From an optimization exercise on the open Yosys and OpenROAD flow, aimed at small area; shortcuts taken in it are not production practice.
In this exercise RTL edits were held to simulation tests only and were not proved equivalent to the original.
No activity file was given, so power comes from the tool's default toggle rates.

[design/flow/config.mk]
export PLATFORM = sky130hd
export DESIGN_NAME = mjmux_rx
export DESIGN_NICKNAME = mjmux_rx
export VERILOG_FILES = /design/flow/design.v
export SDC_FILE = /design/flow/constraint.sdc
export NUM_CORES = 4
export LEC_CHECK = 0
export CAP_MARGIN = 20
export CORE_MARGIN = 2
export CORE_UTILIZATION = 40
export SLEW_MARGIN = 20
[design/flow/constraint.sdc]
create_clock -name core_clock -period 10.0 [get_ports {clk}]
set_input_delay 2.0000 -clock core_clock [delete_from_list [all_inputs] [get_ports {clk}]]
set_output_delay 2.0000 -clock core_clock [all_outputs]
set_load 0.01 [all_outputs]
[design/flow/design.v]
module mjmux_rx #(
    parameter integer BUFFER_SIZE = 128,
    parameter [6:0]   DEFAULT_ID  = 7'd1
) (
    input  wire        clk,
    input  wire        rst,           
    input  wire        rx_valid,
    input  wire [7:0]  rx_data,
    output wire        rx_ready,
    input  wire        rx_close,      
    input  wire        cfg_we,
    input  wire [7:0]  cfg_wdata,
    output wire [6:0]  node_id,
    output wire        out_valid,
    output wire [7:0]  out_data,
    output wire        out_last,
    input  wire        out_ready,
    output wire [15:0] stat_wrong_id,
    output wire [15:0] stat_checksum,
    output wire [15:0] stat_overrun
);
    localparam [3:0] S_H0       = 4'd0,
                     S_H1       = 4'd1,
                     S_SRC      = 4'd2,
                     S_DST      = 4'd3,
                     S_LEN      = 4'd4,
                     S_PAY      = 4'd5,
                     S_CRC0     = 4'd6,
                     S_CRC1     = 4'd7,
                     S_VALIDATE = 4'd8,
                     S_DELIVER  = 4'd9;
    localparam [15:0] CRC_INIT = 16'hFFFF;
    localparam [15:0] CRC_POLY = 16'h1021;
    function [15:0] crc_step;
        input [15:0] c_in;
        input [7:0]  b;
        integer i;
        reg [15:0] c;
        begin
            c = c_in ^ {b, 8'h00};
            for (i = 0; i < 8; i = i + 1) begin
                if (c[15])
                    c = (c << 1) ^ CRC_POLY;
                else
                    c = c << 1;
            end
            crc_step = c;
        end
    endfunction
    reg [3:0]  state;
    reg [6:0]  id_q;
    reg [7:0]  src_q;
    reg [7:0]  dst_q;
    reg [31:0] len_q;
    reg [2:0]  len_n;
    reg [7:0]  wr_idx;
    reg [7:0]  rd_idx;
    reg [15:0] crc_q;
    reg [15:0] rx_crc;
    reg [15:0] cnt_wrong_id;
    reg [15:0] cnt_checksum;
    reg [15:0] cnt_overrun;
    reg [7:0]  pay_mem [0:BUFFER_SIZE-1];
    wire take = rx_valid && rx_ready;
    wire [31:0] len_next = len_q + ({25'd0, rx_data[6:0]} << (7 * len_n));
    assign rx_ready  = (state != S_VALIDATE) && (state != S_DELIVER);
    assign node_id   = id_q;
    assign out_valid = (state == S_DELIVER);
    assign out_data  = (rd_idx == 8'd0) ? src_q : pay_mem[rd_idx - 8'd1];
    assign out_last  = ({24'd0, rd_idx} == len_q);
    assign stat_wrong_id = cnt_wrong_id;
    assign stat_checksum = cnt_checksum;
    assign stat_overrun  = cnt_overrun;
    always @(posedge clk) begin
        if (rst) begin
            id_q <= DEFAULT_ID;
        end else if (cfg_we) begin
            id_q <= cfg_wdata[6:0];
        end
    end
    always @(posedge clk) begin
        if (take && state == S_PAY)
            pay_mem[wr_idx] <= rx_data;
    end
    always @(posedge clk) begin
        if (rst) begin
            state        <= S_H0;
            cnt_wrong_id <= 16'd0;
            cnt_checksum <= 16'd0;
            cnt_overrun  <= 16'd0;
        end else if (rx_close && rx_ready) begin
            state <= S_H0;
        end else begin
            case (state)
                S_H0: if (take) begin
                    if (rx_data == 8'h54) begin
                        crc_q <= crc_step(CRC_INIT, 8'h54);
                        state <= S_H1;
                    end
                end
                S_H1: if (take) begin
                    if (rx_data == 8'hAB) begin
                        crc_q <= crc_step(crc_q, rx_data);
                        state <= S_SRC;
                    end else if (rx_data == 8'h54) begin
                        crc_q <= crc_step(CRC_INIT, 8'h54);
                    end else begin
                        state <= S_H0;
                    end
                end
                S_SRC: if (take) begin
                    crc_q <= crc_step(crc_q, rx_data);
                    src_q <= rx_data;
                    state <= S_DST;
                end
                S_DST: if (take) begin
                    crc_q <= crc_step(crc_q, rx_data);
                    dst_q <= rx_data;
                    len_q <= 32'd0;
                    len_n <= 3'd0;
                    state <= S_LEN;
                end
                S_LEN: if (take) begin
                    crc_q <= crc_step(crc_q, rx_data);
                    len_q <= len_next;
                    len_n <= len_n + 3'd1;
                    wr_idx <= 8'd0;
                    if (rx_data[7]) begin
                        if (len_n == 3'd4) begin
                            if (cnt_overrun != 16'hFFFF)
                                cnt_overrun <= cnt_overrun + 16'd1;
                            state <= S_H0;
                        end
                    end else if (len_next > BUFFER_SIZE) begin
                        if (cnt_overrun != 16'hFFFF)
                            cnt_overrun <= cnt_overrun + 16'd1;
                        state <= S_H0;
                    end else if (len_next == 32'd0) begin
                        state <= S_CRC0;
                    end else begin
                        state <= S_PAY;
                    end
                end
                S_PAY: if (take) begin
                    crc_q  <= crc_step(crc_q, rx_data);
                    wr_idx <= wr_idx + 8'd1;
                    if ({24'd0, wr_idx + 8'd1} == len_q)
                        state <= S_CRC0;
                end
                S_CRC0: if (take) begin
                    crc_q       <= crc_step(crc_q, 8'h00);
                    rx_crc[7:0] <= rx_data;
                    state       <= S_CRC1;
                end
                S_CRC1: if (take) begin
                    crc_q        <= crc_step(crc_q, 8'h00);
                    rx_crc[15:8] <= rx_data;
                    state        <= S_VALIDATE;
                end
                S_VALIDATE: begin
                    rd_idx <= 8'd0;
                    if (crc_q != rx_crc) begin
                        if (cnt_checksum != 16'hFFFF)
                            cnt_checksum <= cnt_checksum + 16'd1;
                        state <= S_H0;
                    end else if (dst_q != {1'b0, id_q}) begin
                        if (cnt_wrong_id != 16'hFFFF)
                            cnt_wrong_id <= cnt_wrong_id + 16'd1;
                        state <= S_H0;
                    end else begin
                        state <= S_DELIVER;
                    end
                end
                S_DELIVER: if (out_ready) begin
                    if (out_last)
                        state <= S_H0;
                    else
                        rd_idx <= rd_idx + 8'd1;
                end
                default: state <= S_H0;
            endcase
        end
    end
endmodule
[design/flow/run.sh]
#!/bin/bash
# synth_recipe.tcl (not shown) runs the flow's synth.tcl, then flattens the netlist and writes it again
# the make line also repeats each setting of config.mk as NAME=value (left out here)
make -C /OpenROAD-flow-scripts/flow DESIGN_CONFIG=/design/flow/config.mk WORK_HOME=/design/flow/orfs CLKGATE_MAP_FILE= SYNTH_SCRIPT=/design/flow/synth_recipe.tcl finish
==> key figures <==
Cells and area
  – Non-filler cells, final: 4616
  – P&R area growth vs syn: 13.6%
  – Multi-input logic area: 14400 um2
  – Final net count: 2949
  – Post-route cell area: 56600 um2
  – Commonest non-fill, non-tap cell in the layout: edfxtp_1
  – Share of layout cells above drive strength 1: 20.5%
  – Ant. Diodes: 0
  – Commonest cells after routing, fill and taps aside: edfxtp_1, mux4_2, nor2_1
  – Final core occ: 45.8%
  – Fillers: 10500
  – Sequential standard cell area: 34900 um2

Global routing
  – Initial antenna violation count: 4
  – Total grt overflow: 0
  – First-pass GRT wire length: 176 mm
  – GRT Total Usage: 18.7%
  – Vias in the first global route: 26700
  – Largest net degree at the start of global routing: 136

Logic synthesis
  – #FFs+latches synth: 1182
  – Distinct cells, synth: 77
  – Post-synth EDFFs: 1123
  – Sequential element share of the synthesized area: 70.0%
  – Synthesized area: 49800 um2
  – Syn avg cell area: 17.9 um2
  – Dominant register cell in the synthesized netlist: edfxtp_1
  – Synth warn: 1
  – Synth Instances: 2781
  – Ys async rst share: 0%
  – Net Count, Synth: 2844

Critical path
  – Critical path launch point type: register
  – Arrival time at the worst endpoint: 5.67 ns
  – WS Path Type: reg -> out
  – Worst setup EP type: output port
  – Critical Path RT: 8.00 ns
  – CP max FO: 129

Detailed routing
  – DR vias: 26400
  – 1st-iter DRT viols: 2907
  – Drt wl/cell: 25.9 um
  – Final ANT Viol Nets: 0
  – Vias/cell: 5.72
  – DRT Wirelength: 120 mm
  – First-pass detailed-route iteration total: 5
  – Post-route DRC violation count: 0

Place
  – Port bufs: 86
  – Routability congestion estimate: 0.834
  – Post-DP HPWL: 74.3 mm
  – DP Area: 52600 um2
  – Inst Count DP: 4402
  – DP Worst Slack: 3.12 ns

Timing
  – Setup Viol. Count Final: 0
  – Final Max Tran Viols: 0
  – Unrepaired setup endpoints after global routing: false
  – Tcrit/Tclk final: 76.7%
  – Period minus WS final: 7.67 ns
  – Slew headroom: 24.7%
  – Final WS setup: 2.33 ns
  – Clk_skew: 0.0823 ns
  – Setup_tns: 0 ns
  – Slew @ Worst Pin: 1.13 ns
  – Final Hold Viols: 0
  – F_max: 0.130 GHz

Outcome
  – Outcome: no timing/DRC/antenna violations

Die
  – Chip width: 357 um
  – Die span in y: 357 um
  – Initial Utilization: 40.3%
  – IO Pins: 88
  – Row count: 129
  – Die ar.: 127000 um2
  – Area of the core: 124000 um2

CTS
  – CTS root buf: clkbuf_16
  – CTS max path bufs: 3
  – TritonCTS buffer count: 119
  – Post-cts resize count: 0
  – Post-CTS Setup Inserts: 0
  – Clock Sinks: 1182
  – Worst-skew pair later-pin latency: 0.75 ns
  – CTS H-Tree Depth: 3
  – CTS Hold Bufs: 0
  – Clock-pin slew on the worst setup and hold paths: 0.06 ns
  – CTS tree: yes

Pwr
  – VDD IR max: 0.157 mV
  – Cell Pwr Density: 178 nW/um2
  – Leakage: 17.6 nW

Run
  – Max capacitance violation total: 0

Min path
  – Hold Crit Class: reg -> reg
[cells by family (layout without fill, tap and decap cells)]
group	count (synthesis)	in the layout	synth area share, %
buffers and inverters	173	371	1.32
muxes	372	372	16.0
AOI/OAI and AO/OA	238	238	3.18
and+or+nand+nor	643	643	6.15
DFF	1182	1182	70.0
xor gates and xnor gates	131	131	2.30
adders and majority gates	42	42	1.06
[report_power, final]
| part | total, mW | internal (mW) | switching, mW |
|---|---|---|---|
| combinational | 0.152 | 0.0328 | 0.119 |
| sequential | 5.42 | 5.41 | 0.00507 |
| clock | 4.51 | 2.60 | 1.91 |
[cell type report]
class | count | share of cell area, %
inverters | 25 | 0.166
multi-input cells | 1426 | 25.4
flip-flops and latches | 1182 | 61.6
well taps | 1637 | 3.62
clock buffers | 139 | 5.52
repair buffers | 132 | 2.17
clock inverters | 75 | 1.49
[cells in the mapped netlist (5+ instances only)]
cell type | count | area, um2
edfxtp_1 | 1123 | 33700
mux4_2 | 336 | 7570
nor2_1 | 288 | 1080
clkbuf_1 | 118 | 443
nand2_1 | 87 | 327
xnor2_1 | 84 | 736
a21oi_1 | 78 | 390
dfxtp_1 | 59 | 1180
o21ai_0 | 47 | 235
xor2_1 | 47 | 412
nand4_1 | 42 | 263
nand3_1 | 41 | 205
ha_1 | 40 | 500
nor3_1 | 33 | 165
and3_1 | 27 | 169
buf_1 | 27 | 101
nor2b_1 | 26 | 163
inv_1 | 25 | 93.8
mux2i_1 | 19 | 190
or3_1 | 19 | 119
and2_1 | 17 | 106
nor4_1 | 17 | 106
nand2b_1 | 11 | 68.8
a211oi_1 | 10 | 75.1
a21oi_2 | 10 | 87.6
mux2_1 | 10 | 113
o211ai_1 | 10 | 75.1
o21a_1 | 10 | 75.1
a21o_1 | 9 | 67.6
o221ai_1 | 8 | 70.1
a221o_1 | 6 | 60.1
mux2_2 | 6 | 67.6
nand3b_1 | 6 | 45.0
o31ai_1 | 6 | 45.0
a31oi_1 | 5 | 31.3
nand4b_1 | 5 | 43.8
[per-layer routing]
layer	track usage, %	vias to the layer above	routed length [um]
met5	0	-	13
met4	4.97	2	2820
met3	4.02	182	9020
met2	29.4	992	56000
met1	26.6	13800	51700
li1	-	11400	-
[worst paths after layout]
check                        from         endpoint  slack (ns)  depth (start not counted)
setup / recovery        rd_idx[1]      out_data[4]        2.33                          9
hold / removal    cnt_wrong_id[8]  cnt_wrong_id[8]        0.51                          2
setup reg to reg         len_n[0]   cnt_overrun[0]        4.48                         16
hold reg to reg   cnt_wrong_id[8]  cnt_wrong_id[8]        0.51                          2
[critical path, cell delays in order, from the launching register on]
cell             delay (ns)
edfxtp_1               0.54
inv_1                  0.16
ha_4                   0.91
buf_12                 0.56
mux4_2                 0.44
mux4_2                 0.56
mux4_2                 0.52
mux2i_1                0.21
a21oi_1                0.18
clkdlybuf4s50_1        0.56
[stage by stage]
stage,hold WS [ns],total power [mW]
finish,0.512,10.1
global route,0.545,10.4
CTS,0.513,10.2
detailed placement,0.501,5.68
global placement,0.489,5.67
floorplan,0.515,5.56
[state kept, by name (all words and copies together), names as in the netlist]
signal        flops
len_q            32
id_q              7
rd_idx            8
state             4
len_n             3
cnt_overrun      16
dst_q             8
rx_crc           16
crc_q            16
cnt_checksum     16
pay_mem        1024
wr_idx            8
src_q             8
cnt_wrong_id     16

-- afterwards: timing with drivers on the ports --
Ports are ideal in the flow. The routed layout listed here was re-timed in OpenROAD.
Step 1 (the two cells are an assumption about what drives the block):
set clk [get_ports {clk}]
set_driving_cell -lib_cell sky130_fd_sc_hd__clkbuf_16 $clk
set_driving_cell -lib_cell sky130_fd_sc_hd__buf_2 [delete_from_list [all_inputs] $clk]
Step 2 times the ports against the registers' clock, not the clock port: input delays grow and output delays shrink by t, the midpoint of the rising clock arrivals with the driver on.
Slacks: ideal ports / drivers / drivers and shift; pairs: ideal ports / drivers.
t, ns: 0.775
setup slack, ns: 2.331 / 2.260 / 3.035
worst setup path after step 2: register to output
slew at the worst register clock pin (ns): 0.07 / 0.07
worst data-port slew with drivers (ns): 0.06
After both steps this run still meets setup and hold. For this run, drivers alone change the setup slack by -0.071 ns; drivers and shift together by +0.704 ns.
